Background: an optimization exercise with open tools, aiming at a short achievable clock period. Do not read the settings as production practice. The RTL was checked by simulation tests, not by an equivalence proof against the original design. The clock port is modelled as an ideal driver; clocking choices that lean on that would not hold on a real chip. Power and IR drop assume default switching activity.

Design frame_codec_queue, start of the top module:
module frame_codec_queue #(
    parameter [7:0] START = 8'hA5,
    parameter [7:0] STOP  = 8'h5A
) (
    input  wire        clk,
    input  wire        rst,
    input  wire        enq_valid,
    input  wire [7:0]  enq_data,
    input  wire        deq_req,
    output wire        deq_valid,
    output wire [39:0] deq_frame,
    output wire [1:0]  deq_status,
    output wire [7:0]  deq_option,
    output wire [7:0]  deq_value,
    output wire        empty,
    output reg         full,
    input  wire [7:0]  enc_option,
    input  wire [7:0]  enc_value,
    output wire [39:0] enc_frame,
    input  wire [39:0] dec_frame,
    output wire [1:0]  dec_status,
    output wire [7:0]  dec_option,
    output wire [7:0]  dec_value
);
Size: roughly 1700 cells after synthesis, roughly 260 flip-flops, about 14000 um^2 of cells after synthesis.
==> flow/config.mk <==
export PLATFORM = sky130hd
export DESIGN_NAME = frame_codec_queue
export DESIGN_NICKNAME = frame_codec_queue
export VERILOG_FILES = /design/flow/design.v
export SDC_FILE = /design/flow/constraint.sdc
export NUM_CORES = 4
export LEC_CHECK = 0
export CAP_MARGIN = 20
export CORE_MARGIN = 2
export CORE_UTILIZATION = 40
export SETUP_SLACK_MARGIN = 2.5
export SLEW_MARGIN = 20
export TNS_END_PERCENT = 100
==> flow/constraint.sdc <==
create_clock -name core_clock -period 5.0 [get_ports {clk}]
set_input_delay 1.0000 -clock core_clock [delete_from_list [all_inputs] [get_ports {clk}]]
set_output_delay 1.0000 -clock core_clock [all_outputs]
set_load 0.01 [all_outputs]
standard.sh (not shown) runs the stock make flow with config.mk's settings and CLKGATE_MAP_FILE= SYNTH_SCRIPT=/design/flow/synth_recipe.tcl, a recipe that flattens the netlist after the stock synthesis.
==> flow/flow/run.sh <==
#!/bin/bash
# ORFS layout through the standard.sh, with two changes to synthesis:
# - Yosys's full/half-adder extraction is off (ADDER_MAP_FILE empty);
# - ABC maps with flow/speed.abc, a delay-driven script, in place of ORFS's
#   abc_speed.script, and maps the purely combinational encoder and decoder
#   cones (enc_frame, dec_status) in runs of their own first, so that each is
#   mapped for its own delay rather than relaxed to the design's longest path,
#   without the slow cells listed in flow/slow_cells.txt (non-inverting
#   compound gates, wide stacks).
# The port buffers are buf_8 cells, and flow/io.tcl groups the encoder's
# and decoder's pins before pin placement.  After clock tree synthesis,
# flow/size.tcl sizes the cells on the worst paths (see there).  Registers, and everything else, are
# the standard flow's.
set -euo pipefail
W=$PWD
{
  echo 'proc abc {args} {'
  echo '  set i [lsearch -exact $args -script]'
  echo '  if {$i >= 0} { lset args [expr {$i + 1}] $::env(SPEED_ABC_SCRIPT) }'
  echo '  set fast $args'
  echo '  foreach c [split [string trim [read [open $::env(SLOW_CELLS)]]]] { lappend fast -dont_use sky130_fd_sc_hd__$c }'
  echo '  foreach out {enc_frame dec_status} {'
  echo '    yosys select -set cone w:$out %ci*'
  echo '    yosys abc {*}$fast @cone'
  echo '  }'
  echo '  yosys select -clear'
  echo '  yosys abc {*}$args'
  echo '}'
  cat synth_recipe.tcl
} > my_synth.tcl
export SPEED_ABC_SCRIPT=$W/flow/speed.abc
export SLOW_CELLS=$W/flow/slow_cells.txt
ARGS=(SYNTH_SCRIPT=$W/my_synth.tcl ADDER_MAP_FILE= "BUFFER_PORTS_ARGS=-buffer_cell sky130_fd_sc_hd__buf_8" PRE_IO_PLACEMENT_TCL=$W/flow/io.tcl)
bash standard.sh "${ARGS[@]}" cts > standard_cts.log 2>&1
ORFS_RESULTS=$W/orfs/results/sky130hd/frame_codec_queue/base openroad -no_init -exit flow/size.tcl > size.log 2>&1
bash standard.sh "${ARGS[@]}" finish > standard.log 2>&1
==> flow/flow/size.tcl <==
# Greedy gate sizing on the critical paths after clock tree synthesis:
# each cell on the 40 worst paths is tried in every drive strength of its
# own family and kept in the one that gives the best worst slack; then the
# placement is legalized again.  Reads and rewrites 4_cts.odb.
set results $::env(ORFS_RESULTS)
set platform $::env(FLOW_HOME)/platforms/sky130hd
read_db $results/4_cts.odb
read_liberty $platform/lib/sky130_fd_sc_hd__tt_025C_1v80.lib
read_sdc $results/4_cts.sdc
source $platform/setRC.tcl
set_propagated_clock [all_clocks]
estimate_parasitics -placement

proc greedy_size {rounds} {
  for {set r 0} {$r < $rounds} {incr r} {
    set improved 0
    set insts {}
    array unset seen
    foreach p [find_timing_paths -path_delay max -group_path_count 40 -endpoint_path_count 1] {
      foreach pt [get_property $p points] {
        set pin [get_property $pt pin]
        if {[llength $pin] != 1 || [get_property $pin is_port]} continue
        set inst [get_cells -quiet -of_objects $pin]
        if {[llength $inst] != 1} continue
        set name [get_full_name $inst]
        if {![info exists seen($name)]} { set seen($name) 1; lappend insts $inst }
      }
    }
    foreach inst $insts {
      set cur [get_property [get_lib_cells -of_objects $inst] name]
      # registers keep their cells; only combinational cells and buffers are sized
      if {[string match "*df*" $cur] || [string match "*clkbuf*" $cur]} continue
      if {![regexp {^(.*)_[0-9]+$} $cur -> fam]} continue
      set best $cur
      set bestws [sta::worst_slack_cmd max]
      foreach lc [get_lib_cells */${fam}_*] {
        set n [get_property $lc name]
        if {$n eq $cur || ![regexp {^(.*)_[0-9]+$} $n -> f] || $f ne $fam} continue
        replace_cell $inst $lc
        estimate_parasitics -placement
        set ws [sta::worst_slack_cmd max]
        if {$ws > $bestws + 1e-13} { set bestws $ws; set best $n }
      }
      if {$best ne $cur} { set improved 1 }
      replace_cell $inst [lindex [get_lib_cells */$best] 0]
      estimate_parasitics -placement
    }
    puts "sizing round $r: worst slack [sta::worst_slack_cmd max]"
    if {!$improved} break
  }
}

puts "before sizing: worst slack [sta::worst_slack_cmd max]"
greedy_size 12
detailed_placement
check_placement -verbose
estimate_parasitics -placement
puts "after sizing and legalizing: worst slack [sta::worst_slack_cmd max]"
write_db $results/4_cts.odb
Other scripts of this flow, unchanged in this note and not shown: flow/flow/io.tcl, flow/flow/slow_cells.txt, flow/flow/speed.abc
Then changed:
--- a/flow/flow/size.tcl
+++ b/flow/flow/size.tcl
@@ -1,4 +1,4 @@
 # Greedy gate sizing on the critical paths after clock tree synthesis:
-# each cell on the 40 worst paths is tried in every drive strength of its
+# each cell on the 20 worst paths is tried in every drive strength of its
 # own family and kept in the one that gives the best worst slack; then the
 # placement is legalized again.  Reads and rewrites 4_cts.odb.
@@ -17,5 +17,5 @@
     set insts {}
     array unset seen
-    foreach p [find_timing_paths -path_delay max -group_path_count 40 -endpoint_path_count 1] {
+    foreach p [find_timing_paths -path_delay max -group_path_count 20 -endpoint_path_count 1] {
       foreach pt [get_property $p points] {
         set pin [get_property $pt pin]
@@ -38,5 +38,4 @@
         if {$n eq $cur || ![regexp {^(.*)_[0-9]+$} $n -> f] || $f ne $fam} continue
         replace_cell $inst $lc
-        estimate_parasitics -placement
         set ws [sta::worst_slack_cmd max]
         if {$ws > $bestws + 1e-13} { set bestws $ws; set best $n }
@@ -44,5 +43,4 @@
       if {$best ne $cur} { set improved 1 }
       replace_cell $inst [lindex [get_lib_cells */$best] 0]
-      estimate_parasitics -placement
     }
     puts "sizing round $r: worst slack [sta::worst_slack_cmd max]"
@@ -52,5 +50,5 @@
 
 puts "before sizing: worst slack [sta::worst_slack_cmd max]"
-greedy_size 12
+greedy_size 5
 detailed_placement
 check_placement -verbose
Total power hardly moves; cell count is unchanged; count of clock-buffer cells in the layout stays the same; maximum frequency fell by about 0.7%; core utilization fell by 0.13 points; hold slack improved by 4.1 ps; final area barely changes.
Then changed:
--- a/flow/flow/size.tcl
+++ b/flow/flow/size.tcl
@@ -38,4 +38,5 @@
         if {$n eq $cur || ![regexp {^(.*)_[0-9]+$} $n -> f] || $f ne $fam} continue
         replace_cell $inst $lc
+        estimate_parasitics -placement
         set ws [sta::worst_slack_cmd max]
         if {$ws > $bestws + 1e-13} { set bestws $ws; set best $n }
@@ -43,4 +44,5 @@
       if {$best ne $cur} { set improved 1 }
       replace_cell $inst [lindex [get_lib_cells */$best] 0]
+      estimate_parasitics -placement
     }
     puts "sizing round $r: worst slack [sta::worst_slack_cmd max]"
@@ -50,5 +52,5 @@
 
 puts "before sizing: worst slack [sta::worst_slack_cmd max]"
-greedy_size 5
+greedy_size 6
 detailed_placement
 check_placement -verbose
Power hardly moves.
Final cell count is about the same.
Design area drops by about 0.4%.
Register-to-register slack hardly moves.
Combinational power barely changes.
Setup slack improves by 14 ps.
Flip-flop and latch count stays the same.
Die area does not change.
Global-route usage is about the same.
Sequential power stays flat.
Area after synthesis does not change.

========
Starting RTL as in the previous note.
Design frame_codec_queue, start of the top module:
module frame_codec_queue #(
    parameter [7:0] START = 8'hA5,
    parameter [7:0] STOP  = 8'h5A
) (
    input  wire        clk,
    input  wire        rst,
    input  wire        enq_valid,
    input  wire [7:0]  enq_data,
    input  wire        deq_req,
    output wire        deq_valid,
    output wire [39:0] deq_frame,
    output wire [1:0]  deq_status,
    output wire [7:0]  deq_option,
    output wire [7:0]  deq_value,
    output wire        empty,
    output reg         full,
    input  wire [7:0]  enc_option,
    input  wire [7:0]  enc_value,
    output wire [39:0] enc_frame,
    input  wire [39:0] dec_frame,
    output wire [1:0]  dec_status,
    output wire [7:0]  dec_option,
    output wire [7:0]  dec_value
);
Settings: LEC_CHECK=0, CAP_MARGIN=20, CORE_MARGIN=2, CORE_UTILIZATION=40, PLACE_DENSITY=0.85, SETUP_SLACK_MARGIN=2.5, SLEW_MARGIN=20, TNS_END_PERCENT=100; clock period 5.0 ns.
==> flow/flow/run.sh <==
#!/bin/bash
# ORFS layout through the standard.sh, with two changes to synthesis:
# - Yosys's full/half-adder extraction is off (ADDER_MAP_FILE empty);
# - ABC maps with flow/speed.abc, a delay-driven script, in place of ORFS's
#   abc_speed.script, and maps the purely combinational encoder and decoder
#   cones (enc_frame, dec_status) in runs of their own first, so that each is
#   mapped for its own delay rather than relaxed to the design's longest path,
#   without the slow cells listed in flow/slow_cells.txt (non-inverting
#   compound gates, wide stacks).
# The port buffers are buf_8 cells.  Registers, and everything else, are
# the standard flow's.
set -euo pipefail
W=$PWD
{
  echo 'proc abc {args} {'
  echo '  set i [lsearch -exact $args -script]'
  echo '  if {$i >= 0} { lset args [expr {$i + 1}] $::env(SPEED_ABC_SCRIPT) }'
  echo '  set fast $args'
  echo '  foreach c [split [string trim [read [open $::env(SLOW_CELLS)]]]] { lappend fast -dont_use sky130_fd_sc_hd__$c }'
  echo '  foreach out {enc_frame dec_status} {'
  echo '    yosys select -set cone w:$out %ci*'
  echo '    yosys abc {*}$fast @cone'
  echo '  }'
  echo '  yosys select -clear'
  echo '  yosys abc {*}$args'
  echo '}'
  cat synth_recipe.tcl
} > my_synth.tcl
export SPEED_ABC_SCRIPT=$W/flow/speed.abc
export SLOW_CELLS=$W/flow/slow_cells.txt
bash standard.sh SYNTH_SCRIPT=$W/my_synth.tcl ADDER_MAP_FILE= "BUFFER_PORTS_ARGS=-buffer_cell sky130_fd_sc_hd__buf_8" finish > standard.log 2>&1
Other scripts of this flow, unchanged in this note and not shown: flow/flow/slow_cells.txt, flow/flow/speed.abc
Change:
--- a/flow/flow/run.sh
+++ b/flow/flow/run.sh
@@ -9,3 +9,4 @@
 #   compound gates, wide stacks).
-# The port buffers are buf_8 cells.  Registers, and everything else, are
+# The port buffers are buf_8 cells, and flow/io.tcl groups the encoder's
+# and decoder's pins before pin placement.  Registers, and everything else, are
 # the standard flow's.
@@ -30,2 +31,2 @@
 export SLOW_CELLS=$W/flow/slow_cells.txt
-bash standard.sh SYNTH_SCRIPT=$W/my_synth.tcl ADDER_MAP_FILE= "BUFFER_PORTS_ARGS=-buffer_cell sky130_fd_sc_hd__buf_8" finish > standard.log 2>&1
+bash standard.sh SYNTH_SCRIPT=$W/my_synth.tcl ADDER_MAP_FILE= "BUFFER_PORTS_ARGS=-buffer_cell sky130_fd_sc_hd__buf_8" PRE_IO_PLACEMENT_TCL=$W/flow/io.tcl finish > standard.log 2>&1
==> flow/flow/io.tcl (new file) <==
# Pin groups for the two purely combinational blocks, so that each output
# pin sits in the middle of the input pins it depends on.
# Decoder: dec_status between the checksum bytes (b1, b2, b3 bit by bit),
# with the marker bytes b0 and b4 at the two ends.
set dec {}
for {set i 7} {$i >= 0} {incr i -1} { lappend dec "dec_frame\[[expr 32 + $i]\]" }
for {set i 7} {$i >= 4} {incr i -1} {
  foreach base {24 16 8} { lappend dec "dec_frame\[[expr $base + $i]\]" }
}
lappend dec {dec_status[1]} {dec_status[0]}
for {set i 3} {$i >= 0} {incr i -1} {
  foreach base {24 16 8} { lappend dec "dec_frame\[[expr $base + $i]\]" }
}
for {set i 7} {$i >= 0} {incr i -1} { lappend dec "dec_frame\[$i\]" }
set_io_pin_constraint -group -order -pin_names $dec
# Encoder: the sum byte enc_frame[15:8] between the operand bits.
set enc {}
for {set i 7} {$i >= 4} {incr i -1} { lappend enc "enc_option\[$i\]" "enc_value\[$i\]" }
for {set i 15} {$i >= 8} {incr i -1} { lappend enc "enc_frame\[$i\]" }
for {set i 3} {$i >= 0} {incr i -1} { lappend enc "enc_option\[$i\]" "enc_value\[$i\]" }
set_io_pin_constraint -group -order -pin_names $enc
Settings changed: PLACE_DENSITY 0.85 to unset.
Result: Worst setup slack gains 0.049 ns. Final area is higher slightly. Clock power is lower by a few percent.
Change:
--- a/flow/flow/run.sh
+++ b/flow/flow/run.sh
@@ -9,4 +9,3 @@
 #   compound gates, wide stacks).
-# The port buffers are buf_8 cells, and flow/io.tcl groups the encoder's
-# and decoder's pins before pin placement.  Registers, and everything else, are
+# The port buffers are buf_8 cells.  Registers, and everything else, are
 # the standard flow's.
@@ -31,2 +30,2 @@
 export SLOW_CELLS=$W/flow/slow_cells.txt
-bash standard.sh SYNTH_SCRIPT=$W/my_synth.tcl ADDER_MAP_FILE= "BUFFER_PORTS_ARGS=-buffer_cell sky130_fd_sc_hd__buf_8" PRE_IO_PLACEMENT_TCL=$W/flow/io.tcl finish > standard.log 2>&1
+bash standard.sh SYNTH_SCRIPT=$W/my_synth.tcl ADDER_MAP_FILE= "BUFFER_PORTS_ARGS=-buffer_cell sky130_fd_sc_hd__buf_8" finish > standard.log 2>&1
Settings changed: PLACE_DENSITY set to 0.75.
removed: flow/flow/io.tcl
After rerunning:
- The changed run went through all stages and came out clean
- cell count shrinks by 1.3%
- die area stays the same
- combinational power hardly moves
- global-route usage goes down by 1.4 points
- worst hold slack stays flat
- core utilization goes down by 0.97 points
- fmax goes down by 1.4%
- flip-flop and latch count does not change
- design area goes down by 1.7%
- sequential power stays flat
- synthesized cell count does not change

========
Setup of run 1:
Another version of the RTL of frame_codec_queue (not shown whole).
Size in the first run: about 1700 cells after synthesis, ~260 flip-flops.
clock: 5.0 ns
lec_check: 0
cap_margin: 20
core_margin: 2
core_utilization: 40
gpl_timing_driven: 1
setup_slack_margin: 2.5
slew_margin: 20
tns_end_percent: 100
==> flow/flow/run.sh <==
#!/bin/bash
# ORFS layout through the standard.sh, with two changes to synthesis:
# - Yosys's full/half-adder extraction is off (ADDER_MAP_FILE empty);
# - ABC maps with flow/speed.abc, a delay-driven script, in place of ORFS's
#   abc_speed.script, and maps the purely combinational encoder and decoder
#   cones (enc_frame, dec_status) in runs of their own first, so that each is
#   mapped for its own delay rather than relaxed to the design's longest path,
#   without the slow cells listed in flow/slow_cells.txt (non-inverting
#   compound gates, wide stacks).
# The port buffers are buf_8 cells.  Registers, and everything else, are
# the standard flow's.
set -euo pipefail
W=$PWD
{
  echo 'proc abc {args} {'
  echo '  set i [lsearch -exact $args -script]'
  echo '  if {$i >= 0} { lset args [expr {$i + 1}] $::env(SPEED_ABC_SCRIPT) }'
  echo '  set fast $args'
  echo '  foreach c [split [string trim [read [open $::env(SLOW_CELLS)]]]] { lappend fast -dont_use sky130_fd_sc_hd__$c }'
  echo '  foreach out {enc_frame dec_status} {'
  echo '    yosys select -set cone w:$out %ci*'
  echo '    yosys abc {*}$fast @cone'
  echo '  }'
  echo '  yosys select -clear'
  echo '  yosys abc {*}$args'
  echo '}'
  cat synth_recipe.tcl
} > my_synth.tcl
export SPEED_ABC_SCRIPT=$W/flow/speed.abc
export SLOW_CELLS=$W/flow/slow_cells.txt
bash standard.sh SYNTH_SCRIPT=$W/my_synth.tcl ADDER_MAP_FILE= "BUFFER_PORTS_ARGS=-buffer_cell sky130_fd_sc_hd__buf_8" finish > standard.log 2>&1
Other scripts of this flow, unchanged in this note and not shown: flow/flow/slow_cells.txt, flow/flow/speed.abc
For run 2, these inputs were changed with respect to run 1:
# run 1
export LEC_CHECK = 0
export CAP_MARGIN = 20
export CORE_MARGIN = 2
export CORE_UTILIZATION = 40
export GPL_TIMING_DRIVEN = 1
export SETUP_SLACK_MARGIN = 2.5
export SLEW_MARGIN = 20
export TNS_END_PERCENT = 100
create_clock -name core_clock -period 5.0 [get_ports {clk}]
# run 2
export LEC_CHECK = 0
export CAP_MARGIN = 20
export CORE_MARGIN = 2
export CORE_UTILIZATION = 60
export GPL_TIMING_DRIVEN = 1
export SETUP_SLACK_MARGIN = 2.5
export SLEW_MARGIN = 20
export TNS_END_PERCENT = 100
create_clock -name core_clock -period 5.0 [get_ports {clk}]
Results
Run 2 completed end to end with timing, DRC and antenna clean. Run 1 reached the end of the flow, and the finished layout is clean on the timing, DRC and antenna checks. When run 2 is measured against run 1, its part of the total power dissipated in the clock network turns out 3.3 points lower. Lower fraction of area in multi-input gates goes to run 1 over run 2. Die span in x was higher in run 1 than in run 2. Between run 1 and run 2, the flow reports met3 wire length increasing by more than a quarter.
For run 3, these inputs were changed with respect to run 2:
# run 2
export LEC_CHECK = 0
export CAP_MARGIN = 20
export CORE_MARGIN = 2
export CORE_UTILIZATION = 60
export GPL_TIMING_DRIVEN = 1
export SETUP_SLACK_MARGIN = 2.5
export SLEW_MARGIN = 20
export TNS_END_PERCENT = 100
create_clock -name core_clock -period 5.0 [get_ports {clk}]
# run 3
export LEC_CHECK = 0
export CAP_MARGIN = 20
export CORE_MARGIN = 2
export CORE_UTILIZATION = 40
export SETUP_SLACK_MARGIN = 2.5
export SLEW_MARGIN = 20
export TNS_END_PERCENT = 100
create_clock -name core_clock -period 5.0 [get_ports {clk}]
Results
- Summary of the comparison: routed wirelength normalized by instance count is lower in run 3, relative to run 2.
- Delta(horizontal die dimension, run 3 - run 2) > 0
- The higher area of the die came out of run 3.
- Comparing run 2 and run 3, register-to-register slack is higher on run 3.
- Between run 3 and run 2, it is run 3 whose setup slack after layout is higher, by 0.014 ns.
- Changes observed in run 3 relative to run 2: number of buffers created by CTS +3; leakage power has increased.
- The startpoint of the worst setup timing path comes out dec_frame[0] in one run and dec_frame[18] in the other, namely in run 2 and run 3 respectively.

-- what the ideal ports hide --
The flow's constraints put no driver on any port. The routed layouts listed below were extracted and timed again, unchanged, in two steps.
Step 1 (the two cells are an assumption about what drives the block):
set clk [get_ports {clk}]
set_driving_cell -lib_cell sky130_fd_sc_hd__clkbuf_16 $clk
set_driving_cell -lib_cell sky130_fd_sc_hd__buf_2 [delete_from_list [all_inputs] $clk]
Step 2 also shifts input and output timing later by t, the mid clock arrival at the registers, as if the neighbouring blocks saw the same clock.
Three values: ideal, step 1, step 2; two values: the first two.
| run | t (ns) | setup slack, ns | slew at the worst register clock pin (ns) | cell pins on the clock port's net |
|---|---|---|---|---|
| the first run of note 1 | 0.615 | 2.075 / 2.010 / 1.751 | 0.07 / 0.07 | 1 |
| the second run of note 1 | 0.615 | 2.054 / 2.002 / 1.737 | 0.07 / 0.07 | 1 |
| the third run of note 1 | 0.615 | 2.068 / 2.007 / 1.740 | 0.07 / 0.07 | 1 |
| the first run of note 2 | 0.632 | 1.985 / 1.941 / 1.635 | 0.07 / 0.07 | 1 |
| the second run of note 2 | 0.615 | 2.035 / 1.979 / 1.753 | 0.07 / 0.07 | 1 |
| the third run of note 2 | 0.613 | 1.994 / 1.933 / 1.705 | 0.07 / 0.07 | 1 |
| run 1 | 0.618 | 1.976 / 1.934 / 1.636 | 0.07 / 0.07 | 1 |
| run 2 | 0.589 | 1.962 / 1.891 / 1.367 | 0.07 / 0.07 | 1 |
| run 3 | 0.618 | 1.976 / 1.934 / 1.636 | 0.07 / 0.07 | 1 |
After both steps every run listed still meets setup and hold. For run 2, which loses most, drivers alone change the setup slack by -0.071 ns; drivers and shift together by -0.595 ns.
